Source: an optimization exercise on an open RTL-to-GDS flow (aim: small area, a short achievable clock period and few clock cycles). Production flows keep margins and buffers that such runs may drop. RTL that was checked went through simulation tests only; none was proved equivalent to the original. Function not checked in runs 4 and 5: the RTL went through the layout flow alone. Power figures rest on the tool's default switching activity, not on a simulated workload.

## design.v

```verilog
module rx_framer #(
    parameter CAP         = 128,         
    parameter IDX_W       = 7,           
    parameter MAX_PAYLOAD = 48,          
    parameter STG_AW      = 6            
) (
    input  wire             clk,
    input  wire             rst,           
    input  wire             init,          
    input  wire             rx_valid,      
    input  wire [7:0]       rx_data,
    input  wire             cfg_valid,     
    input  wire [7:0]       cfg_max_type,
    input  wire [1:0]       cfg_sel,       
    output wire [7:0]       val_type,      
    output wire [7:0]       val_len,
    input  wire             val_ok,
    output wire             disp_valid,    
    input  wire             disp_ready,
    output wire [1:0]       disp_tag,
    output wire [7:0]       disp_type,
    output wire [7:0]       disp_len,
    input  wire [STG_AW-1:0] stg_raddr,    
    output wire [7:0]       stg_rdata,
    output wire [IDX_W-1:0] rx_count,      
    output wire [15:0]      overflow_count,
    output wire             rx_fault,
    output wire             configured
);
    localparam [7:0] START1 = 8'hA5;
    localparam [7:0] START2 = 8'h5A;
    localparam [2:0] S_AWAIT1 = 3'd0,
                     S_AWAIT2 = 3'd1,
                     S_TYPE   = 3'd2,
                     S_SEQ    = 3'd3,
                     S_LEN    = 3'd4,
                     S_PAY    = 3'd5,
                     S_CKH    = 3'd6,
                     S_CKL    = 3'd7;
    function [15:0] crc16_update;
        input [15:0] c;
        input [7:0]  b;
        integer k;
        reg [15:0] x;
        begin
            x = c ^ {b, 8'h00};
            for (k = 0; k < 8; k = k + 1)
                x = x[15] ? ((x << 1) ^ 16'h1021) : (x << 1);
            crc16_update = x;
        end
    endfunction
    reg [7:0]       ring [0:CAP-1];
    reg [7:0]       stg  [0:MAX_PAYLOAD-1];
    reg [IDX_W-1:0] head, tail, cursor;
    reg [15:0]      ovf_cnt;
    reg             fault;
    reg             spec_lost;
    reg [2:0]       pstate;
    reg             disp_pend;      
    reg [7:0]       packet_type, sequence_number;
    reg [5:0]       payload_length;
    reg [5:0]       pidx;           
    reg [15:0]      running_checksum;
    reg             hi_ok;          
    reg [2:0]       sh_state;
    reg [7:0]       sh_type, sh_seq;
    reg [IDX_W-1:0] sh_pos;         
    reg             cfg_done;
    reg [7:0]       max_packet_type;
    reg [1:0]       sel;
    wire [7:0]       b       = ring[cursor];
    wire             avail   = (tail != cursor);
    wire             in_spec = pstate[2] & (pstate[1] | pstate[0]);
    wire             step_ok = cfg_done & (~disp_pend | disp_ready);
    wire             b_is_s1 = (b == START1);
    wire             b_is_s2 = (b == START2);
    wire             b_le_mt = (b <= max_packet_type);
    wire             sh_adv  = step_ok & avail & in_spec & ~spec_lost;
    reg [IDX_W-1:0] n_head, n_cursor, n_tail;
    reg [2:0]       n_pstate, n_sh_state;
    reg [7:0]       n_type, n_seq, n_sh_type, n_sh_seq;
    reg [5:0]       n_plen, n_pidx;
    reg [15:0]      n_run, n_ovf;
    reg [IDX_W-1:0] n_sh_pos;
    reg             n_spec_lost, n_fault, n_hi_ok, n_disp_pend;
    reg             stg_we;
    always @* begin
        n_head      = head;
        n_cursor    = cursor;
        n_tail      = tail;
        n_pstate    = pstate;
        n_type      = packet_type;
        n_seq       = sequence_number;
        n_plen      = payload_length;
        n_pidx      = pidx;
        n_run       = running_checksum;
        n_hi_ok     = hi_ok;
        n_ovf       = ovf_cnt;
        n_spec_lost = spec_lost;
        n_fault     = fault;
        n_disp_pend = disp_pend & ~disp_ready;
        n_sh_state  = sh_state;
        n_sh_type   = sh_type;
        n_sh_seq    = sh_seq;
        n_sh_pos    = sh_pos;
        stg_we      = 1'b0;
        if (sh_adv) begin
            case (sh_state)
                S_AWAIT1: n_sh_state = b_is_s1 ? S_AWAIT2 : S_AWAIT1;
                S_AWAIT2: n_sh_state = b_is_s2 ? S_TYPE : b_is_s1 ? S_AWAIT2 : S_AWAIT1;
                S_TYPE: begin
                    if (b_le_mt) begin
                        n_sh_type  = b;
                        n_sh_state = S_SEQ;
                    end else begin
                        n_sh_state = b_is_s1 ? S_AWAIT2 : S_AWAIT1;
                    end
                end
                S_SEQ: begin
                    n_sh_seq   = b;
                    n_sh_state = S_LEN;
                    n_sh_pos   = cursor + 1'b1;
                end
                default: ;               
            endcase
        end
        if (step_ok) begin
            if (in_spec && spec_lost) begin
                n_cursor    = head;
                n_pstate    = S_AWAIT1;
                n_spec_lost = 1'b0;
            end else if (avail) begin
                n_cursor = cursor + 1'b1;
                if (!in_spec)
                    n_head = cursor + 1'b1;
                case (pstate)
                    S_AWAIT1: n_pstate = b_is_s1 ? S_AWAIT2 : S_AWAIT1;
                    S_AWAIT2: n_pstate = b_is_s2 ? S_TYPE : b_is_s1 ? S_AWAIT2 : S_AWAIT1;
                    S_TYPE: begin
                        if (b_le_mt) begin
                            n_type   = b;
                            n_pstate = S_SEQ;
                        end else begin
                            n_pstate = b_is_s1 ? S_AWAIT2 : S_AWAIT1;
                        end
                    end
                    S_SEQ: begin
                        n_seq    = b;
                        n_pstate = S_LEN;
                    end
                    S_LEN: begin
                        if (b <= MAX_PAYLOAD && val_ok) begin
                            n_plen      = b[5:0];
                            n_pidx      = 6'd0;
                            n_run       = crc16_update(crc16_update(crc16_update(16'hFFFF,
                                              packet_type), sequence_number), b);
                            n_spec_lost = 1'b0;
                            n_pstate    = (b == 8'd0) ? S_CKH : S_PAY;
                            n_sh_state  = S_AWAIT1;    
                        end else if (sequence_number == START1 && b_is_s2) begin
                            n_pstate = S_TYPE;
                        end else begin
                            n_pstate = b_is_s1 ? S_AWAIT2 : S_AWAIT1;
                        end
                    end
                    S_PAY: begin
                        stg_we = 1'b1;
                        n_pidx = pidx + 6'd1;
                        n_run  = crc16_update(running_checksum, b);
                        if (pidx + 6'd1 == payload_length)
                            n_pstate = S_CKH;
                    end
                    S_CKH: begin
                        n_hi_ok  = (b == running_checksum[15:8]);
                        n_pstate = S_CKL;
                    end
                    default: begin       
                        if (hi_ok && b == running_checksum[7:0]) begin
                            n_head      = cursor + 1'b1;
                            n_pstate    = S_AWAIT1;
                            n_disp_pend = 1'b1;
                        end else begin
                            n_pstate = n_sh_state;
                            n_type   = n_sh_type;
                            n_seq    = n_sh_seq;
                            if (sh_state == S_LEN) begin
                                n_head   = sh_pos;
                                n_cursor = sh_pos;
                            end else begin
                                n_head   = cursor + 1'b1;
                            end
                        end
                    end
                endcase
            end
        end
        if (rx_valid) begin
            n_tail = tail + 1'b1;
            if (n_tail == n_head) begin
                if (n_cursor == n_head)
                    n_cursor = n_cursor + 1'b1;
                n_head      = n_head + 1'b1;
                n_ovf       = ovf_cnt + 16'd1;
                n_fault     = 1'b1;
                n_spec_lost = 1'b1;
            end
        end
    end
    always @(posedge clk) begin
        if (rst || init) begin
            head              <= {IDX_W{1'b0}};
            tail              <= {IDX_W{1'b0}};
            cursor            <= {IDX_W{1'b0}};
            ovf_cnt           <= 16'd0;
            fault             <= 1'b0;
            spec_lost         <= 1'b0;
            pstate            <= S_AWAIT1;
            disp_pend         <= 1'b0;
            packet_type       <= 8'd0;
            sequence_number   <= 8'd0;
            payload_length    <= 6'd0;
            pidx              <= 6'd0;
            running_checksum  <= 16'd0;
            hi_ok             <= 1'b0;
            sh_state          <= S_AWAIT1;
            sh_type           <= 8'd0;
            sh_seq            <= 8'd0;
            sh_pos            <= {IDX_W{1'b0}};
        end else begin
            head              <= n_head;
            tail              <= n_tail;
            cursor            <= n_cursor;
            ovf_cnt           <= n_ovf;
            fault             <= n_fault;
            spec_lost         <= n_spec_lost;
            pstate            <= n_pstate;
            disp_pend         <= n_disp_pend;
            packet_type       <= n_type;
            sequence_number   <= n_seq;
            payload_length    <= n_plen;
            pidx              <= n_pidx;
            running_checksum  <= n_run;
            hi_ok             <= n_hi_ok;
            sh_state          <= n_sh_state;
            sh_type           <= n_sh_type;
            sh_seq            <= n_sh_seq;
            sh_pos            <= n_sh_pos;
        end
    end
    always @(posedge clk) begin
        if (rst) begin
            cfg_done        <= 1'b0;
            max_packet_type <= 8'd0;
            sel             <= 2'd0;
        end else if (cfg_valid && !init) begin
            cfg_done        <= 1'b1;
            max_packet_type <= cfg_max_type;
            sel             <= cfg_sel;
        end
    end
    always @(posedge clk) begin
        if (!rst && !init && rx_valid)
            ring[tail] <= rx_data;
    end
    always @(posedge clk) begin
        if (!rst && !init && stg_we)
            stg[pidx] <= b;
    end
    wire [7:0] stg_lo = stg[{1'b0, stg_raddr[4:0]}];
    wire [7:0] stg_hi = stg[{2'b10, stg_raddr[3:0]}];
    assign val_type       = packet_type;
    assign val_len        = b;
    assign disp_valid     = disp_pend;
    assign disp_tag       = sel;
    assign disp_type      = packet_type;
    assign disp_len       = {2'b00, payload_length};
    assign stg_rdata      = stg_raddr[5] ? stg_hi : stg_lo;
    assign rx_count       = tail - head;
    assign overflow_count = ovf_cnt;
    assign rx_fault       = fault;
    assign configured     = cfg_done;
endmodule
```

## run.sh

```bash
#!/bin/bash
# synth_recipe.tcl (not shown) runs the flow's synth.tcl, then flattens the netlist and writes it again
# the make line also repeats each setting of config.mk as NAME=value (left out here)
make -C /OpenROAD-flow-scripts/flow DESIGN_CONFIG=/design/flow/config.mk WORK_HOME=/design/flow/orfs CLKGATE_MAP_FILE= SYNTH_SCRIPT=/design/flow/synth_recipe.tcl finish
```

## config.mk

```make
export PLATFORM = sky130hd
export DESIGN_NAME = rx_framer
export DESIGN_NICKNAME = rx_framer
export VERILOG_FILES = /design/flow/design.v
export SDC_FILE = /design/flow/constraint.sdc
export NUM_CORES = 4
export LEC_CHECK = 0
export CAP_MARGIN = 20
export CORE_MARGIN = 2
export CORE_UTILIZATION = 40
export SETUP_SLACK_MARGIN = 3.0
export SLEW_MARGIN = 20
```

## constraint.sdc

```tcl
create_clock -name core_clock -period 8.5 [get_ports {clk}]
set_input_delay 1.7000 -clock core_clock [delete_from_list [all_inputs] [get_ports {clk}]]
set_output_delay 1.7000 -clock core_clock [all_outputs]
set_load 0.01 [all_outputs]
```

==> key figures, run 1 <==
Route
  • 1st-iter DRT viols: 4,275
  • Drc violations: 0
  • Via Count: 36,513
  • Initial DRT Pass Iterations: 5
  • DR vias/cell: 5.83
  • Final antenna-violating net count: 0
  • DR WL/cell: 28.0 um
  • Drt total wl: 175 mm

Setup path
  • CP Capture Point: val_len[1]
  • Critical R2R Launch: cursor[0]
  • Worst-case reg-to-reg path depth: 23
  • Crit end category: primary output
  • Type of the worst setup path: reg -> out
  • Crit start category: flop
  • Reg-to-Reg End: cursor[2]
  • Worst path max stage delay: 0.61 ns
  • CP max stage cell: or4_4
  • Crit-path cells: buf_12, buf_4, buf_12, buf_16, mux4_2, a2bb2oi_1, a211oi_2, nor4_2, or4_4, buf_6, buf_16, buf_6
  • FF-to-FF setup slack: 2.98 ns
  • CP startpoint: cursor[0]
  • Worst Path Max Fanout: 8
  • Arrival time worst endpoint: 3.87 ns
  • Critical Path RT: 6.80 ns

Layout
  • Synth-to-layout area growth: 18.8%
  • Number of nets in the layout: 4,111
  • Most common cell after layout, fill and taps aside: edfxtp_1
  • Core Util, Final: 0.478
  • Non-Filler Instances: 6,258
  • Most frequent cells in the layout: 1,408 x edfxtp_1, 332 x nor2_1, 283 x mux4_2
  • Share of cells above drive strength 1: 0.239

Placement
  • Pre-CTS worst setup slack: 1.43 ns
  • Port buffer count: 96
  • Final RePlAce weighted congestion: 0.883
  • Placed Cells: 5,770
  • DP HPWL: 101 mm

Timing
  • Fmax: 0.180 GHz
  • Post-route setup slack: 2.93 ns
  • Final min period: 5.57 ns
  • RSZ-0062 raised after global routing: true
  • Slew Limit Headroom: 0.261
  • Final hold vios: 0
  • WHS: 0.455 ns
  • Total Neg Setup Slack: 0 ns
  • Setup violators final: 0
  • Pins over their slew limit: 0
  • Final Cycle Share: 0.655
  • Worst Tran Pin Value: 1.11 ns
  • Final worst clock skew: 0.0578 ns

Clocking
  • Clk root buf: clkbuf_16
  • Clock transition at path regs: 0.06 ns
  • Max Root-Sink Buffers: 3
  • CTS tree: yes
  • CTS Sinks: 1,533
  • Clock latency (worst-skew pair): 0.81 ns
  • Num CTS Buffers: 157
  • # H-tree levels: 4

Yosys
  • Yosys warns: 1
  • Synth cell types: 94
  • Post-Syn Area: 63,500 um^2
  • Syn Area/Cell: 17.0 um^2
  • Number of synthesized flops with an enable pin: 1,408
  • Ys async rst share: 0
  • Seq/Total Area, Yosys: 0.705
  • Post-Syn Instances: 3,741
  • Most used DFF post-synth: edfxtp_1
  • Yosys reg bits: 1,533

Global route
  • First-pass GRT wire length: 253 mm
  • Largest net degree at the start of global routing: 101
  • Initial antenna violation count: 3
  • Tot GR Track Use: 0.213
  • Total grt overflow: 0
  • Vias in the first global route: 35,603

Die
  • FP Rows: 146
  • Horiz. Die Dim: 403 um
  • Initial Util: 0.402
  • IO Pins: 99
  • Die H: 403 um
  • Die ar.: 162,000 um^2
  • Core area: 158,000 um^2

Job
  • MaxCap Viol Count: 0

Power and ir drop
  • Leak: 23.6 nW
  • Peak supply drop: 231 uV
  • Pwr dens: 214 nW/um^2

Run status
  • Status: complete, no violations

Min path
  • Worst min-delay path class: reg -> reg
worst min-delay path by stage:
stage | slack (ns) | start | cells past startpoint | end
2_1_floorplan | 0.43 | sh_pos[5] | 2 | sh_pos[5]
3_5_place_dp | 0.45 | sh_pos[5] | 2 | sh_pos[5]
4_1_cts | 0.45 | sh_pos[5] | 2 | sh_pos[5]
3_3_place_gp | 0.44 | sh_pos[5] | 2 | sh_pos[5]
5_1_grt | 0.47 | sh_seq[3] | 2 | sh_seq[3]
6_report | 0.45 | sh_seq[4] | 2 | sh_seq[4]
critical path: cells and delay by family (launching register included):
kind	cells	cell delay (ns)
AND/OR/NAND/NOR	2	0.70
buffers and inverters	7	0.93
multiplexers	1	0.51
flip-flops	1	0.36
AO/OA/AOI/OAI	2	0.53
repair_timing:
item	4_1_cts	5_1_grt
hold buffers	0	0
cloned	24	3
pin swaps	39	55
setup endpoints to repair	104	71
buffers inserted	115	60
gates resized for setup	197	101
final cells by class:
| class | instances | area, um^2 |
|---|---|---|
| Fill cell | 13176 | 82500 |
| Sequential cell | 1533 | 44800 |
| Multi-Input combinational cell | 1947 | 18300 |
| Timing Repair Buffer | 384 | 4440 |
| Clock buffer | 196 | 4090 |
| Tap cell | 2072 | 2590 |
| Clock inverter | 88 | 1070 |
| Inverter | 36 | 155 |
| Antenna cell | 2 | 5.00 |
cells in the mapped netlist (all sizes together), types with 32 or more instances:
library cell | count | share of area
a211oi | 32 | 0.0040
a21oi | 118 | 0.0094
buf | 107 | 0.012
clkbuf | 122 | 0.0072
dfxtp | 125 | 0.039
edfxtp | 1408 | 0.67
inv | 32 | 0.0019
mux2 | 38 | 0.0068
mux2i | 234 | 0.037
mux4 | 283 | 0.10
nand2 | 196 | 0.012
nand3 | 53 | 0.0043
nor2 | 338 | 0.020
o21ai | 57 | 0.0045
o221ai | 45 | 0.0062
xnor2 | 84 | 0.012
xor2 | 58 | 0.0080
logic make-up after synthesis:
group,share of synthesized area
muxes,0.144
other,0.0000590
adders and majority gates,0.00425
xor gates and xnor gates,0.0196
AOI/OAI and AO/OA,0.0495
buffers and inverters,0.0210
and+or+nand+nor,0.0568
DFF,0.705
stage by stage:
step	power (mW)	cell area [um^2]
floorplan	8.88	63600
global route	16.6	75500
CTS	16.2	74400
detailed placement	9.19	66800
finish	16.1	75500
global placement	9.19	66800
sequential cells by signal, summed over array words and instances, names as in the netlist:
name and flops:
sel 2, fault 1, ring 1024, hi_ok 1, pidx 6, running_checksum 16
sequence_number 8, sh_pos 7, sh_type 8, sh_state 3, tail 7, head 7
pstate 3, stg 384, disp_pend 1, cursor 7, packet_type 8, spec_lost 1
sh_seq 8, payload_length 6, max_packet_type 8, cfg_done 1, ovf_cnt 16
report_power, final:
group	internal, mW	switching, mW
Sequential	8.25	0.00663
Clock	3.89	3.01
Combinational	0.428	0.555
Total	12.6	3.57
routing by layer:
metal	global-route usage	share of wire	up-vias	wire, um
met2	0.338	0.48	1587	83300
met5	0	0.000063	-	11
met4	0.0567	0.023	2	4070
met3	0.0354	0.075	269	13100
met1	0.305	0.43	19133	74700
li1	-	-	15522	-
Testbench counts, summed over its fixed seeds: cycles 14,718.
==> run 2, diff against run 1 <==
--- a/config.mk
+++ b/config.mk
@@ -8,5 +8,4 @@
 export CAP_MARGIN = 20
 export CORE_MARGIN = 2
 export CORE_UTILIZATION = 40
-export SETUP_SLACK_MARGIN = 3.0
 export SLEW_MARGIN = 20
==> key figures, run 2 <==
Setup path
  • Arrival time worst endpoint: 5.58 ns (was 3.87 ns)
  • Crit start category: flop (unchanged)
  • Critical Path RT: 6.80 ns (about the same)
  • Worst Path Max Fanout: 35 (was 8)
  • Crit end category: primary output (unchanged)
  • Type of the worst setup path: reg -> out (unchanged)

Placement
  • Port buffer count: 96 (unchanged)
  • Final RePlAce weighted congestion: 0.868 (was 0.883)
  • Placed inst area: 66,600 um^2 (was 66,800 um^2)
  • DP HPWL: 99.8 mm (was 101 mm)

Timing
  • Final Cycle Share: 0.857 (was 0.655)
  • Final worst clock skew: 0.0747 ns (was 0.0578 ns)
  • Final hold vios: 0 (unchanged)
  • RSZ-0062 raised after global routing: false (was true)
  • Fmax: 0.137 GHz (was 0.180 GHz)
  • WHS: 0.454 ns (was 0.455 ns)
  • Slew Limit Headroom: 0.226 (was 0.261)
  • Total Neg Setup Slack: 0 ns (unchanged)
  • Setup violators final: 0 (unchanged)
  • Worst Tran Pin Value: 1.16 ns (was 1.11 ns)
  • Pins over their slew limit: 0 (unchanged)
  • Final min period: 7.28 ns (was 5.57 ns)

Clocking
  • Setup Buffers After CTS: 0 (was 115)
  • Num CTS Buffers: 162 (was 157)
  • Clock latency (worst-skew pair): 0.81 ns (about the same)
  • Hold_buf cts: 0 (unchanged)
  • CTS tree: yes (unchanged)
  • Max Root-Sink Buffers: 3 (unchanged)
  • CTS Sinks: 1,533 (unchanged)
  • Clk root buf: clkbuf_16 (unchanged)
  • # H-tree levels: 4 (unchanged)
  • Clock transition at path regs: 0.06 ns (about the same)
  • Post-CTS Resized: 0 (was 197)

Layout
  • Number of nets in the layout: 3,906 (was 4,111)
  • Final instance area: 72,000 um^2 (was 75,500 um^2)
  • Register bank with the most flops: ring (unchanged)
  • Most common cell after layout, fill and taps aside: edfxtp_1 (unchanged)
  • Largest registers: ring: 1024 flops, stg: 384 flops (unchanged)
  • Largest register FFs: 1,024 (unchanged)
  • Share of cells above drive strength 1: 0.174 (was 0.239)
  • Most frequent cells in the layout: 1,408 x edfxtp_1, 334 x nor2_1, 283 x mux4_2 (was 1,408 x edfxtp_1, 332 x nor2_1, 283 x mux4_2)
  • Synth-to-layout area growth: 13.2% (was 18.8%)
  • Ant diodes: 0 (was 2)

Route
  • DR vias/cell: 5.78 (was 5.83)
  • DR WL/cell: 26.9 um (was 28.0 um)
  • Drt total wl: 163 mm (was 175 mm)
  • Initial DRT Pass Iterations: 6 (was 5)
  • Final antenna-violating net count: 0 (unchanged)
  • 1st-iter DRT viols: 4,052 (was 4,275)
  • Drc violations: 0 (unchanged)
  • Via Count: 34,967 (was 36,513)

Die
  • FP Rows: 146 (unchanged)
  • Horiz. Die Dim: 403 um (unchanged)
  • Core area: 158,000 um^2 (unchanged)
  • Die ar.: 162,000 um^2 (unchanged)
  • IO Pins: 99 (unchanged)
  • Initial Util: 0.402 (unchanged)
  • Die H: 403 um (unchanged)

Yosys
  • Count leader, synth: edfxtp_1 (unchanged)
  • Synth area leaders: edfxtp_1 67%, mux4_2 10%, dfxtp_1 3.9% (unchanged)
  • Number of synthesized flops with an enable pin: 1,408 (unchanged)
  • Area share of the largest cell type after synthesis: 0.665 (unchanged)
  • Syn Area/Cell: 17.0 um^2 (unchanged)
  • Cell taking the most area after synthesis: edfxtp_1 (unchanged)
  • Yosys reg bits: 1,533 (unchanged)
  • Ys async rst share: 0 (unchanged)
  • Post-Syn Area: 63,500 um^2 (unchanged)
  • Post-Syn Instances: 3,741 (unchanged)
  • Seq/Total Area, Yosys: 0.705 (unchanged)
  • Most used DFF post-synth: edfxtp_1 (unchanged)
  • Yosys warns: 1 (unchanged)
  • Post-synth top cells: 1,408 x edfxtp_1, 337 x nor2_1, 283 x mux4_2 (unchanged)
  • Synth cell types: 94 (unchanged)

Global route
  • Vias in the first global route: 34,512 (was 35,603)
  • Total grt overflow: 0 (unchanged)
  • First-pass GRT wire length: 239 mm (was 253 mm)
  • Tot GR Track Use: 0.199 (was 0.213)
  • Largest net degree at the start of global routing: 101 (unchanged)
  • Initial antenna violation count: 0 (was 3)

Run status
  • Status: complete, no violations (unchanged)

Power and ir drop
  • Leak: 21.9 nW (was 23.6 nW)
  • Pwr dens: 223 nW/um^2 (was 214 nW/um^2)
  • Peak supply drop: 216 uV (was 231 uV)
  • Final Power: 16.0 mW (was 16.1 mW)

Job
  • MaxCap Viol Count: 0 (unchanged)

Min path
  • Worst min-delay path class: reg -> reg (unchanged)
## run 2: cell counts after synthesis
No cell type changed its count.
## run 2: final timing paths
path	start	to	slack (ns)	cells past startpoint
max	cursor[0]	val_len[0]	1.22	9
min reg2reg	max_packet_type[4]	max_packet_type[4]	0.45	2
max reg2reg	cursor[0]	cursor[0]	1.27	15
min	max_packet_type[4]	max_packet_type[4]	0.45	2
## run 2: per-stage QoR
stage	setup slack, ns	util	instances
floorplan	2.48	-	3742
global route	0.929	0.455	6053
finish	1.22	0.455	6053
global placement	1.37	0.422	5761
CTS	0.667	0.455	6052
detailed placement	1.32	0.422	5761
## run 2: kinds of logic (layout without fill, tap and decap cells)
kind of cell / Yosys count / after routing / share of synthesized area
DFF: 1533 / 1533 / 0.705
buffers and inverters: 265 / 504 / 0.0210
and+or+nand+nor: 784 / 784 / 0.0568
adders and majority gates: 21 / 21 / 0.00425
muxes: 555 / 555 / 0.144
AOI/OAI and AO/OA: 440 / 440 / 0.0495
xor gates and xnor gates: 142 / 142 / 0.0196
other: 1 / 2 / 0.0000590
## run 2: per-layer routing
layer | track usage | up-vias | routed length [um]
li1 | - | 15075 | -
met2 | 0.312 | 1441 | 76300
met5 | 0 | - | 0
met1 | 0.287 | 18186 | 70100
met3 | 0.0367 | 265 | 12500
met4 | 0.0529 | 0 | 3940
## run 2: where the power goes
part	leakage [nW]	internal [mW]	switching (mW)
registers	13.7	8.25	0.0130
logic	5.70	0.281	0.469
clock network	2.52	4.02	2.99
total	21.9	12.5	3.47
## run 2: worst max-delay path, cell delays in order, from the launching register on
cell             delay, ns
dfxtp_4               0.83
buf_4                 0.63
mux4_2                0.57
mux2_2                0.29
a221o_1               0.33
nand3_1               0.33
nand2_1               0.13
o21ai_2               0.54
clkinv_1              0.48
clkdlybuf4s50_1       0.60
## run 2: layout make-up
| type | instances | area [um^2] |
|---|---|---|
| Clock buffer | 207 | 4230 |
| Clock inverter | 84 | 1040 |
| Fill cell | 13493 | 86100 |
| Inverter | 36 | 136 |
| Multi-Input combinational cell | 1944 | 17500 |
| Sequential cell | 1533 | 44800 |
| Tap cell | 2072 | 2590 |
| Timing Repair Buffer | 177 | 1680 |
==> run 3, diff against run 2 <==
--- a/config.mk
+++ b/config.mk
@@ -5,7 +5,9 @@
 export SDC_FILE = /design/flow/constraint.sdc
 export NUM_CORES = 4
 export LEC_CHECK = 0
+export ABC_CLOCK_PERIOD_IN_PS = 5000
 export CAP_MARGIN = 20
 export CORE_MARGIN = 2
 export CORE_UTILIZATION = 40
+export SETUP_SLACK_MARGIN = 3.5
 export SLEW_MARGIN = 20
==> key figures, run 3 <==
Yosys
  • Yosys reg bits: 1,533 (unchanged)
  • Most used DFF post-synth: edfxtp_1 (unchanged)
  • Cell taking the most area after synthesis: edfxtp_1 (unchanged)
  • Synth cell types: 94 (unchanged)
  • Compound-Gate Fraction of Synth Area: 0.0495 (unchanged)
  • Syn Area/Cell: 17.0 um^2 (unchanged)
  • Count leader, synth: edfxtp_1 (unchanged)
  • Post-Syn Instances: 3,741 (unchanged)
  • Post-synth top cells: 1,408 x edfxtp_1, 337 x nor2_1, 283 x mux4_2 (unchanged)
  • Seq/Total Area, Yosys: 0.705 (unchanged)
  • Ys async rst share: 0 (unchanged)
  • Fraction of synthesized area in multiplexers: 0.144 (unchanged)
  • Area share of the largest cell type after synthesis: 0.665 (unchanged)
  • Simple-gate share of the synthesized area: 0.0568 (unchanged)
  • Post-Syn Area: 63,500 um^2 (unchanged)
  • Number of synthesized flops with an enable pin: 1,408 (unchanged)
  • Synth area leaders: edfxtp_1 67%, mux4_2 10%, dfxtp_1 3.9% (unchanged)
  • Main combinational cell family by area after synthesis: multiplexers (unchanged)
  • Yosys warns: 1 (unchanged)
  • Post-synthesis xor/xnor area fraction: 0.0196 (unchanged)
  • Adder-cell share of the synthesized area: 0.00425 (unchanged)

Clocking
  • CTS tree: yes (unchanged)
  • Clock latency (worst-skew pair): 0.81 ns (about the same)
  • Hold_buf cts: 0 (unchanged)
  • CTS Sinks: 1,533 (unchanged)
  • Max Root-Sink Buffers: 3 (unchanged)
  • Num CTS Buffers: 153 (was 162)
  • Clock transition at path regs: 0.06 ns (about the same)
  • # H-tree levels: 4 (unchanged)
  • Clk root buf: clkbuf_16 (unchanged)

Placement
  • Placed Cells: 5,766 (was 5,761)
  • Port buffer count: 96 (unchanged)
  • DP HPWL: 104 mm (was 99.8 mm)
  • Pre-CTS worst setup slack: 1.31 ns (was 1.32 ns)
  • Final RePlAce weighted congestion: 0.902 (was 0.868)
  • Placed inst area: 66,700 um^2 (was 66,600 um^2)

Setup path
  • Crit end category: flop (was primary output)
  • Worst-case reg-to-reg path depth: 18 (was 15)
  • Reg-to-Reg End: ovf_cnt[3] (was cursor[0])
  • CP startpoint: cursor[1] (was cursor[0])
  • Crit start category: flop (unchanged)
  • Worst Path Max Fanout: 18 (was 35)
  • Arrival time worst endpoint: 6.21 ns (was 5.58 ns)
  • Type of the worst setup path: reg -> reg (was reg -> out)
  • Critical R2R Launch: cursor[1] (was cursor[0])
  • Critical Path RT: 9.21 ns (was 6.80 ns)
  • FF-to-FF setup slack: 3.00 ns (was 1.27 ns)

Die
  • Horiz. Die Dim: 403 um (unchanged)
  • IO Pins: 99 (unchanged)
  • Die ar.: 162,000 um^2 (unchanged)
  • Initial Util: 0.402 (unchanged)
  • Core area: 158,000 um^2 (unchanged)
  • FP Rows: 146 (unchanged)
  • Die H: 403 um (unchanged)

Layout
  • Final instance area: 76,300 um^2 (was 72,000 um^2)
  • Number of nets in the layout: 4,155 (was 3,906)
  • Largest registers: ring: 1024 flops, stg: 384 flops (unchanged)
  • Most common cell after layout, fill and taps aside: edfxtp_1 (unchanged)
  • # fillers: 13,041 (was 13,493)
  • Synth-to-layout area growth: 20.0% (was 13.2%)
  • Non-Filler Instances: 6,298 (was 6,053)
  • Share of cells above drive strength 1: 0.260 (was 0.174)
  • Largest register FFs: 1,024 (unchanged)
  • Most frequent cells in the layout: 1,408 x edfxtp_1, 332 x nor2_1, 283 x mux4_2 (was 1,408 x edfxtp_1, 334 x nor2_1, 283 x mux4_2)
  • Core Util, Final: 0.483 (was 0.455)
  • Register bank with the most flops: ring (unchanged)

Route
  • Drt total wl: 185 mm (was 163 mm)
  • 1st-iter DRT viols: 4,034 (was 4,052)
  • DR vias/cell: 5.88 (was 5.78)
  • Via Count: 37,037 (was 34,967)
  • DR WL/cell: 29.3 um (was 26.9 um)
  • Drc violations: 0 (unchanged)
  • Initial DRT Pass Iterations: 6 (unchanged)
  • Final antenna-violating net count: 0 (unchanged)

Min path
  • Hold path depth: 2 (unchanged)
  • Hold path startpoint: max_packet_type[1] (was max_packet_type[4])
  • Worst Hold Path EP: max_packet_type[1] (was max_packet_type[4])
  • Worst min-delay path class: reg -> reg (unchanged)

Timing
  • Final worst clock skew: 0.0382 ns (was 0.0747 ns)
  • Pins over their slew limit: 0 (unchanged)
  • Final min period: 5.50 ns (was 7.28 ns)
  • Fmax: 0.182 GHz (was 0.137 GHz)
  • Final Cycle Share: 0.647 (was 0.857)
  • Total Neg Setup Slack: 0 ns (unchanged)
  • Post-route setup slack: 3.00 ns (was 1.22 ns)
  • RSZ-0062 raised after global routing: true (was false)
  • Setup violators final: 0 (unchanged)
  • WHS: 0.455 ns (was 0.454 ns)
  • Slew Limit Headroom: 0.250 (was 0.226)
  • Final hold vios: 0 (unchanged)
  • Worst Tran Pin Value: 1.11 ns (was 1.16 ns)

Power and ir drop
  • Leak: 23.9 nW (was 21.9 nW)
  • Final Power: 15.9 mW (was 16.0 mW)
  • Peak supply drop: 205 uV (was 216 uV)
  • Pwr dens: 208 nW/um^2 (was 223 nW/um^2)

Global route
  • Largest net degree at the start of global routing: 95 (was 101)
  • Tot GR Track Use: 0.223 (was 0.199)
  • Met1 global-route usage: 0.301 (was 0.287)
  • GRT busiest layer: met2 (unchanged)
  • Initial antenna violation count: 5 (was 0)
  • Vias in the first global route: 35,983 (was 34,512)
  • Met2 Usage GRT: 0.370 (was 0.312)
  • First-pass GRT wire length: 262 mm (was 239 mm)
  • Met3 usage: 0.0383 (was 0.0367)
  • Total grt overflow: 0 (unchanged)

Run status
  • Status: complete, no violations (unchanged)

Job
  • MaxCap Viol Count: 0 (unchanged)
-- run 3: repair_timing --
action / CTS / global route
setup buffers: 159 / 52
resized for setup: 387 / 121
endpoints found under the setup margin: 113 / 88
pin swaps: 96 / 67
cloned: 36 / 7
-- run 3: worst max-delay path: stages, from the launching register on --
cell and delay [ns]:
dfxtp_4 0.49, buf_6 0.22, buf_4 0.14, buf_8 0.19
buf_16 0.20, xnor2_1 0.13, nand4_1 0.11, nor4_1 0.86
or3_1 0.63, nor2_1 0.32, o32ai_1 0.36, xor2_1 0.19
nand2_1 0.08, mux2i_2 0.29, o2111a_2 0.37, nand4_4 0.19
buf_6 0.19, or3_4 0.32, a21oi_2 0.13
-- run 3: metal layers --
metal  part of all wire  routed length, um
met5            0.00081                149
met4              0.032               5850
met3              0.077              14100
met2               0.49              90600
met1               0.40              74000
-- run 3: kinds of logic after synthesis --
family | count (synthesis)
fa+ha+maj | 21
compound gates | 440
other cells | 1
mux | 555
flops | 1533
simple gates | 784
buf+inv | 265
xor+xnor | 142
-- run 3: report_power, final --
part | switching [mW] | internal, mW | leakage (nW) | total, mW
registers | 0.00673 | 8.25 | 13.7 | 8.25
clock network | 2.93 | 3.59 | 2.31 | 6.52
logic | 0.608 | 0.479 | 7.96 | 1.09
-- run 3: area by class of cell --
| type | count | area [um^2] | area share |
|---|---|---|---|
| Inverter | 36 | 158 | 0.00207 |
| Timing Repair Buffer | 425 | 5160 | 0.0677 |
| Clock buffer | 190 | 4050 | 0.0531 |
| Tap cell | 2072 | 2590 | 0.0340 |
| Clock inverter | 85 | 693 | 0.00909 |
| Sequential cell | 1533 | 44800 | 0.588 |
| Multi-Input combinational cell | 1954 | 18800 | 0.246 |
| Antenna cell | 3 | 7.51 | 0.0000984 |
-- run 3: how the worst max path moves through the flow --
stage                              end  slack (ns)  cells past startpoint
after floorplan           stg_rdata[0]        3.50                      7
after global placement     ovf_cnt[14]        1.40                     15
after detailed placement   ovf_cnt[11]        1.31                     15
after CTS                   val_len[3]        3.01                     11
after global routing         cursor[0]        2.96                     14
final                       ovf_cnt[3]        3.00                     18
==> run 4, diff against run 3 <==
--- a/design.v
+++ b/design.v
@@ -75,7 +75,20 @@
     wire             b_is_s1 = (b == START1);
     wire             b_is_s2 = (b == START2);
     wire             b_le_mt = (b <= max_packet_type);
-    wire             sh_adv  = step_ok & avail & in_spec & ~spec_lost;
+    wire             abort    = step_ok & in_spec & spec_lost;
+    wire             stepping = step_ok & avail & ~(in_spec & spec_lost);
+    wire             sh_adv   = stepping & in_spec;
+    wire             len_ok   = (b <= MAX_PAYLOAD) && val_ok;
+    wire             match    = hi_ok && (b == running_checksum[7:0]);
+    wire             is_ckl   = (pstate == S_CKL);
+    wire             jump_sh  = stepping & is_ckl & ~match & (sh_state == S_LEN);
+    wire             commit   = stepping & (~in_spec | (is_ckl & ~jump_sh));
+    wire             keep     = ~commit & ~jump_sh;
+    wire [IDX_W-1:0] tail_1   = tail + 1'b1;
+    wire [IDX_W-1:0] head_1   = head + 1'b1;
+    wire [IDX_W-1:0] cursor_1 = cursor + 1'b1;
+    wire [IDX_W-1:0] sh_pos_1 = sh_pos + 1'b1;
+    wire             ovf      = rx_valid & ((keep & (tail_1 == head)) | (jump_sh & (tail_1 == sh_pos)));
     reg [IDX_W-1:0] n_head, n_cursor, n_tail;
     reg [2:0]       n_pstate, n_sh_state;
     reg [7:0]       n_type, n_seq, n_sh_type, n_sh_seq;
@@ -85,9 +98,6 @@
     reg             n_spec_lost, n_fault, n_hi_ok, n_disp_pend;
     reg             stg_we;
     always @* begin
-        n_head      = head;
-        n_cursor    = cursor;
-        n_tail      = tail;
         n_pstate    = pstate;
         n_type      = packet_type;
         n_seq       = sequence_number;
@@ -95,9 +105,6 @@
         n_pidx      = pidx;
         n_run       = running_checksum;
         n_hi_ok     = hi_ok;
-        n_ovf       = ovf_cnt;
-        n_spec_lost = spec_lost;
-        n_fault     = fault;
         n_disp_pend = disp_pend & ~disp_ready;
         n_sh_state  = sh_state;
         n_sh_type   = sh_type;
@@ -124,87 +131,82 @@
                 default: ;               
             endcase
         end
-        if (step_ok) begin
-            if (in_spec && spec_lost) begin
-                n_cursor    = head;
-                n_pstate    = S_AWAIT1;
-                n_spec_lost = 1'b0;
-            end else if (avail) begin
-                n_cursor = cursor + 1'b1;
-                if (!in_spec)
-                    n_head = cursor + 1'b1;
-                case (pstate)
-                    S_AWAIT1: n_pstate = b_is_s1 ? S_AWAIT2 : S_AWAIT1;
-                    S_AWAIT2: n_pstate = b_is_s2 ? S_TYPE : b_is_s1 ? S_AWAIT2 : S_AWAIT1;
-                    S_TYPE: begin
-                        if (b_le_mt) begin
-                            n_type   = b;
-                            n_pstate = S_SEQ;
-                        end else begin
-                            n_pstate = b_is_s1 ? S_AWAIT2 : S_AWAIT1;
-                        end
-                    end
-                    S_SEQ: begin
-                        n_seq    = b;
-                        n_pstate = S_LEN;
-                    end
-                    S_LEN: begin
-                        if (b <= MAX_PAYLOAD && val_ok) begin
-                            n_plen      = b[5:0];
-                            n_pidx      = 6'd0;
-                            n_run       = crc16_update(crc16_update(crc16_update(16'hFFFF,
-                                              packet_type), sequence_number), b);
-                            n_spec_lost = 1'b0;
-                            n_pstate    = (b == 8'd0) ? S_CKH : S_PAY;
-                            n_sh_state  = S_AWAIT1;    
-                        end else if (sequence_number == START1 && b_is_s2) begin
-                            n_pstate = S_TYPE;
-                        end else begin
-                            n_pstate = b_is_s1 ? S_AWAIT2 : S_AWAIT1;
-                        end
-                    end
-                    S_PAY: begin
-                        stg_we = 1'b1;
-                        n_pidx = pidx + 6'd1;
-                        n_run  = crc16_update(running_checksum, b);
-                        if (pidx + 6'd1 == payload_length)
-                            n_pstate = S_CKH;
-                    end
-                    S_CKH: begin
-                        n_hi_ok  = (b == running_checksum[15:8]);
-                        n_pstate = S_CKL;
-                    end
-                    default: begin       
-                        if (hi_ok && b == running_checksum[7:0]) begin
-                            n_head      = cursor + 1'b1;
-                            n_pstate    = S_AWAIT1;
-                            n_disp_pend = 1'b1;
-                        end else begin
-                            n_pstate = n_sh_state;
-                            n_type   = n_sh_type;
-                            n_seq    = n_sh_seq;
-                            if (sh_state == S_LEN) begin
-                                n_head   = sh_pos;
-                                n_cursor = sh_pos;
-                            end else begin
-                                n_head   = cursor + 1'b1;
-                            end
-                        end
-                    end
-                endcase
-            end
-        end
-        if (rx_valid) begin
-            n_tail = tail + 1'b1;
-            if (n_tail == n_head) begin
-                if (n_cursor == n_head)
-                    n_cursor = n_cursor + 1'b1;
-                n_head      = n_head + 1'b1;
-                n_ovf       = ovf_cnt + 16'd1;
-                n_fault     = 1'b1;
-                n_spec_lost = 1'b1;
-            end
-        end
+        if (stepping) begin
+            case (pstate)
+                S_AWAIT1: n_pstate = b_is_s1 ? S_AWAIT2 : S_AWAIT1;
+                S_AWAIT2: n_pstate = b_is_s2 ? S_TYPE : b_is_s1 ? S_AWAIT2 : S_AWAIT1;
+                S_TYPE: begin
+                    if (b_le_mt) begin
+                        n_type   = b;
+                        n_pstate = S_SEQ;
+                    end else begin
+                        n_pstate = b_is_s1 ? S_AWAIT2 : S_AWAIT1;
+                    end
+                end
+                S_SEQ: begin
+                    n_seq    = b;
+                    n_pstate = S_LEN;
+                end
+                S_LEN: begin
+                    if (len_ok) begin
+                        n_plen      = b[5:0];
+                        n_pidx      = 6'd0;
+                        n_run       = crc16_update(crc16_update(crc16_update(16'hFFFF,
+                                          packet_type), sequence_number), b);
+                        n_pstate    = (b == 8'd0) ? S_CKH : S_PAY;
+                        n_sh_state  = S_AWAIT1;    
+                    end else if (sequence_number == START1 && b_is_s2) begin
+                        n_pstate = S_TYPE;
+                    end else begin
+                        n_pstate = b_is_s1 ? S_AWAIT2 : S_AWAIT1;
+                    end
+                end
+                S_PAY: begin
+                    stg_we = 1'b1;
+                    n_pidx = pidx + 6'd1;
+                    n_run  = crc16_update(running_checksum, b);
+                    if (pidx + 6'd1 == payload_length)
+                        n_pstate = S_CKH;
+                end
+                S_CKH: begin
+                    n_hi_ok  = (b == running_checksum[15:8]);
+                    n_pstate = S_CKL;
+                end
+                default: begin       
+                    if (match) begin
+                        n_pstate    = S_AWAIT1;
+                        n_disp_pend = 1'b1;
+                    end else begin
+                        n_pstate = n_sh_state;
+                        n_type   = n_sh_type;
+                        n_seq    = n_sh_seq;
+                    end
+                end
+            endcase
+        end else if (abort) begin
+            n_pstate = S_AWAIT1;
+        end
+    end
+    always @* begin
+        if (commit) begin
+            n_head   = cursor_1;
+            n_cursor = cursor_1;
+        end else if (jump_sh) begin
+            n_head   = ovf ? sh_pos_1 : sh_pos;
+            n_cursor = n_head;
+        end else begin
+            n_head   = ovf ? head_1 : head;
+            if (abort)
+                n_cursor = n_head;
+            else if (stepping || (ovf && cursor == head))
+                n_cursor = cursor_1;
+            else
+                n_cursor = cursor;
+        end
+        n_tail      = rx_valid ? tail_1 : tail;
+        n_ovf       = ovf ? ovf_cnt + 16'd1 : ovf_cnt;
+        n_fault     = fault | ovf;
+        n_spec_lost = ovf | (spec_lost & ~abort & ~(stepping & (pstate == S_LEN) & len_ok));
     end
     always @(posedge clk) begin
         if (rst || init) begin
--- a/config.mk
+++ b/config.mk
@@ -5,7 +5,6 @@
 export SDC_FILE = /design/flow/constraint.sdc
 export NUM_CORES = 4
 export LEC_CHECK = 0
-export ABC_CLOCK_PERIOD_IN_PS = 5000
 export CAP_MARGIN = 20
 export CORE_MARGIN = 2
 export CORE_UTILIZATION = 40
==> key figures, run 4 <==
Setup path
  • Crit end category: primary output (was flop)
  • Worst path bufs/invs: 6 (was 5)
  • Crit start category: flop (unchanged)
  • Crit path max-delay family: buffers and inverters (was simple AND/OR/NAND/NOR gates)
  • Arrival time worst endpoint: 3.72 ns (was 6.21 ns)
  • Worst path max stage delay: 0.66 ns (was 0.86 ns)
  • CP max stage cell: mux4_2 (was nor4_1)
  • Type of the worst setup path: reg -> out (was reg -> reg)
  • FF-to-FF setup slack: 3.30 ns (was 3.00 ns)
  • Critical Path RT: 6.80 ns (was 9.21 ns)
  • Critical Path Most Common Cell: buf_12 (was buf_6)
  • Worst-case reg-to-reg path depth: 22 (was 18)
  • Crit-path cells: buf_12, buf_16, buf_4, bufbuf_16, mux2i_1, a22oi_1, nand3_1, nand4_1, mux4_2, buf_12, buf_6 (was buf_6, buf_4, buf_8, buf_16, xnor2_1, nand4_1, nor4_1, or3_1, nor2_1, o32ai_1, xor2_1, nand2_1, mux2i_2, o2111a_2, nand4_4, buf_6, or3_4, a21oi_2)
  • Worst Path Max Fanout: 21 (was 18)

Global route
  • First-pass GRT wire length: 269 mm (was 262 mm)
  • Largest net degree at the start of global routing: 113 (was 95)
  • Initial antenna violation count: 3 (was 5)
  • Vias in the first global route: 36,215 (was 35,983)
  • Tot GR Track Use: 0.231 (was 0.223)
  • Total grt overflow: 0 (unchanged)

Route
  • 1st-iter DRT viols: 4,712 (was 4,034)
  • DR WL/cell: 29.8 um (was 29.3 um)
  • DR vias/cell: 5.89 (was 5.88)
  • Final antenna-violating net count: 0 (unchanged)
  • Via Count: 37,469 (was 37,037)
  • WL met3: 16.6 mm (was 14.1 mm)
  • Initial DRT Pass Iterations: 6 (unchanged)
  • Drt total wl: 189 mm (was 185 mm)
  • Post-Route M1 WL: 77.0 mm (was 74.0 mm)
  • Drc violations: 0 (unchanged)
  • Met2 wire len: 88.4 mm (was 90.6 mm)
  • Highest metal used: met5 (unchanged)

Yosys
  • Yosys reg bits: 1,540 (was 1,533)
  • Cell taking the most area after synthesis: edfxtp_1 (unchanged)
  • Syn Area/Cell: 16.6 um^2 (was 17.0 um^2)
  • Number of synthesized flops with an enable pin: 1,408 (unchanged)
  • Most used DFF post-synth: edfxtp_1 (unchanged)
  • Post-Syn Instances: 3,844 (was 3,741)
  • Synth cell types: 88 (was 94)
  • Post-Syn Area: 63,700 um^2 (was 63,500 um^2)
  • Area share of the largest cell type after synthesis: 0.664 (was 0.665)
  • Count leader, synth: edfxtp_1 (unchanged)
  • Seq/Total Area, Yosys: 0.705 (about the same)
  • Ys async rst share: 0 (unchanged)
  • Post-synth top cells: 1,408 x edfxtp_1, 331 x nor2_1, 305 x mux2i_1 (was 1,408 x edfxtp_1, 337 x nor2_1, 283 x mux4_2)
  • Synth area leaders: edfxtp_1 66%, mux4_2 8.8%, mux2i_1 4.8% (was edfxtp_1 67%, mux4_2 10%, dfxtp_1 3.9%)
  • Yosys warns: 1 (unchanged)

Power and ir drop
  • Pwr dens: 242 nW/um^2 (was 208 nW/um^2)
  • Peak supply drop: 242 uV (was 205 uV)
  • Final Power: 18.5 mW (was 15.9 mW)
  • Leak: 23.9 nW (about the same)

Timing
  • Slew Limit Headroom: 0.181 (was 0.250)
  • Worst Tran Pin Value: 1.22 ns (was 1.11 ns)
  • RSZ-0062 raised after global routing: true (unchanged)
  • Pins over their slew limit: 0 (unchanged)
  • Final hold vios: 0 (unchanged)
  • Setup violators final: 0 (unchanged)
  • Total Neg Setup Slack: 0 ns (unchanged)
  • Final Cycle Share: 0.638 (was 0.647)
  • Final worst clock skew: 0.0454 ns (was 0.0382 ns)
  • Final min period: 5.42 ns (was 5.50 ns)
  • Fmax: 0.185 GHz (was 0.182 GHz)

Layout
  • Non-Filler Instances: 6,364 (was 6,298)
  • Ant diodes: 0 (was 3)
  • Share of cells above drive strength 1: 0.241 (was 0.260)
  • Area of the multi-input gates: 18,800 um^2 (about the same)
  • FF/Latch Area: 45,000 um^2 (was 44,800 um^2)
  • Number of nets in the layout: 4,216 (was 4,155)
  • Largest register FFs: 1,024 (unchanged)
  • # fillers: 13,061 (was 13,041)
  • Core Util, Final: 0.484 (was 0.483)
  • Register bank with the most flops: ring (unchanged)
  • Most frequent cells in the layout: 1,408 x edfxtp_1, 305 x nor2_1, 285 x mux2i_1 (was 1,408 x edfxtp_1, 332 x nor2_1, 283 x mux4_2)
  • Largest registers: ring: 1024 flops, stg: 384 flops (unchanged)
  • Most common cell after layout, fill and taps aside: edfxtp_1 (unchanged)
  • Synth-to-layout area growth: 20.2% (was 20.0%)

Placement
  • Port buffer count: 96 (unchanged)
  • Final RePlAce weighted congestion: 0.873 (was 0.902)
  • DP HPWL: 110 mm (was 104 mm)
  • Placed Cells: 5,871 (was 5,766)

Die
  • IO Pins: 99 (unchanged)
  • Die ar.: 162,000 um^2 (about the same)
  • Core area: 158,000 um^2 (about the same)
  • FP Rows: 146 (unchanged)
  • Initial Util: 0.403 (was 0.402)
  • Die H: 403 um (about the same)
  • Horiz. Die Dim: 403 um (about the same)

Clocking
  • CTS tree: yes (unchanged)
  • Clk root buf: clkbuf_16 (unchanged)
  • Hold_buf cts: 0 (unchanged)
  • Clock latency (worst-skew pair): 0.82 ns (was 0.81 ns)
  • # H-tree levels: 4 (unchanged)
  • Max Root-Sink Buffers: 3 (unchanged)
  • Clock transition at path regs: 0.06 ns (about the same)
  • CTS Sinks: 1,540 (was 1,533)
  • Num CTS Buffers: 155 (was 153)

Min path
  • Hold path startpoint: sh_seq[3] (was max_packet_type[1])
  • Hold path depth: 2 (unchanged)
  • Worst min-delay path class: reg -> reg (unchanged)
  • Worst Hold Path EP: sh_seq[3] (was max_packet_type[1])

Job
  • MaxCap Viol Count: 0 (unchanged)

Run status
  • Status: complete, no violations (unchanged)
==> run 4: report_power, final <==
| part | internal [mW] | switching (mW) | total, mW |
|---|---|---|---|
| clock network | 3.89 | 3.00 | 6.89 |
| registers | 8.55 | 0.0361 | 8.59 |
| logic | 1.27 | 1.79 | 3.06 |
| total | 13.7 | 4.82 | 18.5 |
==> run 4: worst reg2reg max path, stage by stage, from the launching register on <==
cell and delay [ns]:
dfxtp_4 0.53, buf_8 0.35, nor2b_4 0.27, buf_12 0.15
a32o_2 0.21, a221oi_2 0.05, buf_4 0.15, buf_4 0.12
buf_4 0.13, buf_4 0.12, buf_4 0.12, a311oi_2 0.41
a2111oi_2 0.10, buf_4 0.16, o311ai_0 0.62, inv_1 0.09
nor3_1 0.19, nor4b_2 0.29, buf_4 0.25, nor2_1 0.18
a211oi_1 0.24, o21ai_0 0.16, a31oi_1 0.22
==> run 4: metal layers <==
layer | vias up | global-route usage
met4 | 6 | 0.0896
li1 | 15807 | -
met5 | - | 0
met1 | 19333 | 0.317
met3 | 379 | 0.0498
met2 | 1944 | 0.360
==> run 4: cell type report <==
type,count,area share
clock inverter,93,0.0132
clock buffer,192,0.0534
sequential,1540,0.587
tap,2072,0.0339
multi-input combinational,2039,0.245
timing repair buffer,389,0.0650
inverter,39,0.00216
==> run 4: what timing repair did <==
item | in CTS | in global routing
buffers inserted | 142 | 16
endpoints found under the setup margin | 118 | 97
pin swaps | 47 | 41
gates resized for setup | 390 | 53
cloned | 44 | 2
==> run 4: how the worst max path moves through the flow <==
stage / from / endpoint / slack (ns) / cells past startpoint
3_5_place_dp: flop / packet_type[4] / 1.92 / 20
5_1_grt: flop / val_len[0] / 3.05 / 10
6_report: flop / val_len[0] / 3.08 / 11
2_1_floorplan: flop / packet_type[4] / 3.50 / 22
3_3_place_gp: flop / packet_type[0] / 1.82 / 21
4_1_cts: flop / val_len[0] / 3.12 / 10
==> run 4: logic make-up after synthesis <==
family          after synthesis  share of synthesized area
buf+inv                     270                     0.0192
fa+ha+maj                    21                    0.00424
simple gates                836                     0.0603
mux                         582                      0.142
compound gates              424                     0.0457
other cells                   1                  0.0000589
flops                      1540                      0.705
xor+xnor                    170                     0.0234
==> run 4: stage by stage <==
step | cell area [um^2] | hold slack [ns] | setup WS [ns]
2_1_floorplan | 63800 | 0.430 | 3.50
3_3_place_gp | 67000 | 0.442 | 1.82
3_5_place_dp | 67100 | 0.447 | 1.92
4_1_cts | 76100 | 0.456 | 3.12
5_1_grt | 76600 | 0.476 | 3.05
6_report | 76600 | 0.454 | 3.08
==> run 5, diff against run 4 <==
--- a/design.v
+++ b/design.v
@@ -65,11 +65,14 @@
     reg [2:0]       sh_state;
     reg [7:0]       sh_type, sh_seq;
     reg [IDX_W-1:0] sh_pos;         
+    reg [7:0]       b_r;
+    reg             b_valid;
+    reg [IDX_W-1:0] rdptr;
     reg             cfg_done;
     reg [7:0]       max_packet_type;
     reg [1:0]       sel;
-    wire [7:0]       b       = ring[cursor];
-    wire             avail   = (tail != cursor);
+    wire [7:0]       b       = b_r;        
+    wire             avail   = b_valid;
     wire             in_spec = pstate[2] & (pstate[1] | pstate[0]);
     wire             step_ok = cfg_done & (~disp_pend | disp_ready);
     wire             b_is_s1 = (b == START1);
@@ -208,6 +211,27 @@
         n_fault     = fault | ovf;
         n_spec_lost = ovf | (spec_lost & ~abort & ~(stepping & (pstate == S_LEN) & len_ok));
     end
+    wire             seq_step = stepping & ~jump_sh;
+    wire             idle     = ~stepping & ~abort & ~(ovf & (cursor == head));
+    wire             at_tail  = (rdptr == tail);
+    wire [7:0]       f_byte   = at_tail ? rx_data : ring[rdptr];
+    wire             f_valid  = ~at_tail | rx_valid;
+    reg  [7:0]       n_b_r;
+    reg              n_b_valid;
+    reg  [IDX_W-1:0] n_rdptr;
+    always @* begin
+        n_b_r     = b_r;
+        n_b_valid = b_valid;
+        n_rdptr   = rdptr;
+        if (seq_step || (idle && !b_valid)) begin
+            n_b_r     = f_byte;
+            n_b_valid = f_valid;
+            n_rdptr   = f_valid ? rdptr + 1'b1 : rdptr;
+        end else if (!idle || jump_sh) begin
+            n_b_valid = 1'b0;
+            n_rdptr   = n_cursor;
+        end
+    end
     always @(posedge clk) begin
         if (rst || init) begin
             head              <= {IDX_W{1'b0}};
@@ -228,6 +252,9 @@
             sh_type           <= 8'd0;
             sh_seq            <= 8'd0;
             sh_pos            <= {IDX_W{1'b0}};
+            b_r               <= 8'd0;
+            b_valid           <= 1'b0;
+            rdptr             <= {IDX_W{1'b0}};
         end else begin
             head              <= n_head;
             tail              <= n_tail;
@@ -247,6 +274,9 @@
             sh_type           <= n_sh_type;
             sh_seq            <= n_sh_seq;
             sh_pos            <= n_sh_pos;
+            b_r               <= n_b_r;
+            b_valid           <= n_b_valid;
+            rdptr             <= n_rdptr;
         end
     end
     always @(posedge clk) begin
@@ -268,15 +298,22 @@
         if (!rst && !init && stg_we)
             stg[pidx] <= b;
     end
-    wire [7:0] stg_lo = stg[{1'b0, stg_raddr[4:0]}];
-    wire [7:0] stg_hi = stg[{2'b10, stg_raddr[3:0]}];
+    reg  [7:0] stg_q;
+    integer    si;
+    always @* begin
+        stg_q = 8'h00;
+        for (si = 0; si < 32; si = si + 1)
+            stg_q = stg_q | ({8{~stg_raddr[5] && stg_raddr[4:0] == si}} & stg[si]);
+        for (si = 32; si < MAX_PAYLOAD; si = si + 1)
+            stg_q = stg_q | ({8{stg_raddr[5] && stg_raddr[3:0] == si - 32}} & stg[si]);
+    end
     assign val_type       = packet_type;
     assign val_len        = b;
     assign disp_valid     = disp_pend;
     assign disp_tag       = sel;
     assign disp_type      = packet_type;
     assign disp_len       = {2'b00, payload_length};
-    assign stg_rdata      = stg_raddr[5] ? stg_hi : stg_lo;
+    assign stg_rdata      = stg_q;
     assign rx_count       = tail - head;
     assign overflow_count = ovf_cnt;
     assign rx_fault       = fault;
--- a/config.mk
+++ b/config.mk
@@ -8,5 +8,5 @@
 export CAP_MARGIN = 20
 export CORE_MARGIN = 2
 export CORE_UTILIZATION = 40
-export SETUP_SLACK_MARGIN = 3.5
+export SETUP_SLACK_MARGIN = 3.0
 export SLEW_MARGIN = 20
==> key figures, run 5 <==
Timing
  • Fmax: 0.182 GHz (was 0.185 GHz)
  • Total Neg Setup Slack: 0 ns (unchanged)
  • Pins over their slew limit: 0 (unchanged)
  • Worst Tran Pin Value: 1.19 ns (was 1.22 ns)
  • Final hold vios: 0 (unchanged)
  • Slew Limit Headroom: 0.206 (was 0.181)
  • Final worst clock skew: 0.0697 ns (was 0.0454 ns)
  • Final min period: 5.50 ns (was 5.42 ns)
  • Setup violators final: 0 (unchanged)
  • RSZ-0062 raised after global routing: true (unchanged)
  • Final Cycle Share: 0.647 (was 0.638)

Clocking
  • CTS tree: yes (unchanged)
  • Max Root-Sink Buffers: 3 (unchanged)
  • Clock transition at path regs: 0.06 ns (about the same)
  • CTS Sinks: 1,556 (was 1,540)
  • Clk root buf: clkbuf_16 (unchanged)
  • Clock latency (worst-skew pair): 0.80 ns (was 0.82 ns)
  • Hold_buf cts: 0 (unchanged)
  • Num CTS Buffers: 161 (was 155)
  • # H-tree levels: 4 (unchanged)

Layout
  • Largest registers: ring: 1024 flops, stg: 384 flops (unchanged)
  • Most frequent cells in the layout: 1,408 x edfxtp_1, 329 x mux4_2, 320 x nor2_1 (was 1,408 x edfxtp_1, 305 x nor2_1, 285 x mux2i_1)
  • Register bank with the most flops: ring (unchanged)
  • Synth-to-layout area growth: 15.2% (was 20.2%)
  • Ant diodes: 0 (unchanged)
  • Largest register FFs: 1,024 (unchanged)
  • Number of nets in the layout: 3,711 (was 4,216)
  • Final instance area: 71,800 um^2 (was 76,600 um^2)
  • Most common cell after layout, fill and taps aside: edfxtp_1 (unchanged)
  • Share of cells above drive strength 1: 0.217 (was 0.241)
  • # fillers: 13,047 (was 13,061)

Yosys
  • Seq/Total Area, Yosys: 0.725 (was 0.705)
  • Cell taking the most area after synthesis: edfxtp_1 (unchanged)
  • Count leader, synth: edfxtp_1 (unchanged)
  • Yosys warns: 1 (unchanged)
  • Synth cell types: 81 (was 88)
  • Most used DFF post-synth: edfxtp_1 (unchanged)
  • Ys async rst share: 0 (unchanged)
  • Post-synth top cells: 1,408 x edfxtp_1, 359 x nor2_1, 329 x mux4_2 (was 1,408 x edfxtp_1, 331 x nor2_1, 305 x mux2i_1)
  • Number of synthesized flops with an enable pin: 1,408 (unchanged)
  • Yosys reg bits: 1,556 (was 1,540)
  • Post-Syn Area: 62,400 um^2 (was 63,700 um^2)
  • Post-Syn Instances: 3,470 (was 3,844)
  • Area share of the largest cell type after synthesis: 0.678 (was 0.664)
  • Syn Area/Cell: 18.0 um^2 (was 16.6 um^2)
  • Synth area leaders: edfxtp_1 68%, mux4_2 12%, dfxtp_1 4.7% (was edfxtp_1 66%, mux4_2 8.8%, mux2i_1 4.8%)

Setup path
  • CP max stage cell: or4_4 (was mux4_2)
  • Worst Path Max Fanout: 12 (was 21)
  • Critical Path RT: 6.80 ns (about the same)
  • Crit path max-delay family: simple AND/OR/NAND/NOR gates (was buffers and inverters)
  • Crit-path cells: buf_6, nand2b_4, nor2_1, buf_4, a22o_1, a221oi_1, nand4_1, or4_4, buf_2 (was buf_12, buf_16, buf_4, bufbuf_16, mux2i_1, a22oi_1, nand3_1, nand4_1, mux4_2, buf_12, buf_6)
  • Worst path bufs/invs: 3 (was 6)
  • Type of the worst setup path: in -> out (was reg -> out)
  • Worst path max stage delay: 0.55 ns (was 0.66 ns)
  • Arrival time worst endpoint: 3.80 ns (was 3.72 ns)
  • Crit start category: input port (was flop)
  • Crit end category: primary output (unchanged)

Die
  • Core area: 154,000 um^2 (was 158,000 um^2)
  • Horiz. Die Dim: 399 um (was 403 um)
  • Die H: 399 um (was 403 um)
  • IO Pins: 99 (unchanged)
  • FP Rows: 144 (was 146)
  • Initial Util: 0.404 (was 0.403)
  • Die ar.: 159,000 um^2 (was 162,000 um^2)

Route
  • Initial DRT Pass Iterations: 8 (was 6)
  • DR vias/cell: 5.80 (was 5.89)
  • Drt total wl: 176 mm (was 189 mm)
  • 1st-iter DRT viols: 4,054 (was 4,712)
  • Final antenna-violating net count: 0 (unchanged)
  • Via Count: 33,885 (was 37,469)
  • Drc violations: 0 (unchanged)
  • DR WL/cell: 30.1 um (was 29.8 um)

Global route
  • Total grt overflow: 0 (unchanged)
  • Initial antenna violation count: 1 (was 3)
  • Tot GR Track Use: 0.221 (was 0.231)
  • Largest net degree at the start of global routing: 94 (was 113)
  • Vias in the first global route: 33,376 (was 36,215)
  • First-pass GRT wire length: 250 mm (was 269 mm)

Placement
  • Port buffer count: 96 (unchanged)
  • DP HPWL: 113 mm (was 110 mm)
  • Placed inst area: 65,800 um^2 (was 67,100 um^2)
  • Final RePlAce weighted congestion: 0.942 (was 0.873)

Power and ir drop
  • Peak supply drop: 222 uV (was 242 uV)
  • Pwr dens: 227 nW/um^2 (was 242 nW/um^2)
  • Final Power: 16.3 mW (was 18.5 mW)
  • Leak: 22.1 nW (was 23.9 nW)

Job
  • MaxCap Viol Count: 0 (unchanged)

Run status
  • Status: complete, no violations (unchanged)

Min path
  • Worst min-delay path class: reg -> reg (unchanged)
[run 5: changes by cell type after synthesis, sizes merged, moves of 33 or more]
cell | previous run | this run
a22o | 2 | 73
a221oi | 3 | 76
nand3 | 100 | 55
buf | 103 | 70
mux2i | 305 | 53
mux4 | 253 | 329
a22oi | 104 | 52
nand2 | 195 | 113
[run 5: power breakdown]
part           total (mW)  internal, mW  switching, mW
Combinational       0.883         0.353          0.530
Clock                6.99          3.96           3.03
Sequential           8.40          8.37         0.0377
Total                16.3          12.7           3.60
[run 5: layout make-up]
cell class / count / area, um^2 / share of cell area
clock buffers: 195 / 4200 / 0.0584
inverters: 35 / 131 / 0.00183
flip-flops and latches: 1556 / 45300 / 0.630
clock inverters: 104 / 1100 / 0.0153
well taps: 2044 / 2560 / 0.0356
multi-input cells: 1710 / 16900 / 0.235
repair buffers: 194 / 1720 / 0.0239
[run 5: timing repair]
| action | CTS | global route |
|---|---|---|
| setup endpoints to repair | 9 | 9 |
| setup buffers | 14 | 5 |
| gates resized for setup | 179 | 27 |
| endpoints found under the hold margin | 0 | 0 |
| pin swaps | 26 | 16 |
[run 5: path summary, 6_finish.rpt]
check	from	to	slack, ns	cells after the start
max	stg_raddr[3]	stg_rdata[0]	3.00	9
min	sel[1]	sel[1]	0.45	2
max reg2reg	tail[4]	rdptr[4]	4.06	9
min reg2reg	sel[1]	sel[1]	0.45	2
[run 5: routing by layer]
metal	global-route usage	routed length, um	vias up
met5	0	0	-
met4	0.0712	5590	0
met3	0.0346	11300	255
met2	0.344	82300	1340
met1	0.320	76400	17895
li1	-	-	14395
[run 5: per-stage QoR]
step,hold WS [ns],instances,util,setup WS (ns)
2_1_floorplan,0.436,3471,-,3.28
5_1_grt,0.468,5838,0.465,2.96
4_1_cts,0.455,5832,0.464,2.96
3_3_place_gp,0.442,5519,0.426,1.46
3_5_place_dp,0.446,5519,0.426,1.46
6_report,0.452,5838,0.465,3.00
[run 5: cell families after synthesis]
family / Yosys count / share of synthesized area
and+or+nand+nor: 718 / 0.0533
other: 1 / 0.0000601
DFF: 1556 / 0.725
AOI/OAI and AO/OA: 410 / 0.0500
xor gates and xnor gates: 173 / 0.0245
adders and majority gates: 22 / 0.00453
muxes: 385 / 0.128
buffers and inverters: 205 / 0.0144
[run 5: worst register-to-register path: stages (launching register included)]
cell      delay (ns)
dfxtp_1         1.06
and3_1          0.34
and2_1          0.18
xnor2_1         0.07
nor3_1          0.61
a31oi_4         0.45
o31ai_1         0.43
a21oi_1         0.11
a211oi_1        0.56
o22ai_1         0.39

afterwards: timing with drivers on the ports:
Ports are ideal in the flow. The routed layouts listed here were re-timed in OpenROAD.
Step 1 sets driving cells, clkbuf_16 on the clock port and buf_2 on the other inputs (assumed; they add their load-dependent delay and slew).
Step 2 times the ports against the registers' clock, not the clock port: input delays grow and output delays shrink by t, the midpoint of the rising clock arrivals with the driver on.
a / b / c = no drivers / after step 1 / after step 2; a / b = the first two.
| run | t (ns) | setup WS [ns] | worst slew at a driven data input, ns | cell pins on the clock port's net |
|---|---|---|---|---|
| run 1 | 0.860 | 2.933 / 2.758 / 2.498 | 0.27 | 1 |
| run 2 | 0.857 | 1.219 / 1.138 / 1.268 | 0.05 | 1 |
| run 3 | 0.866 | 3.002 / 2.809 / 2.226 | 0.51 | 1 |
| run 4 | 0.878 | 3.081 / 2.796 / 2.719 | 0.46 | 1 |
| run 5 | 0.850 | 2.998 / 2.949 / 2.764 | 0.05 | 1 |
After both steps every run listed still meets setup and hold. The setup slack of run 3, which loses most, moves by -0.193 ns with the drivers and by -0.776 ns with both steps.
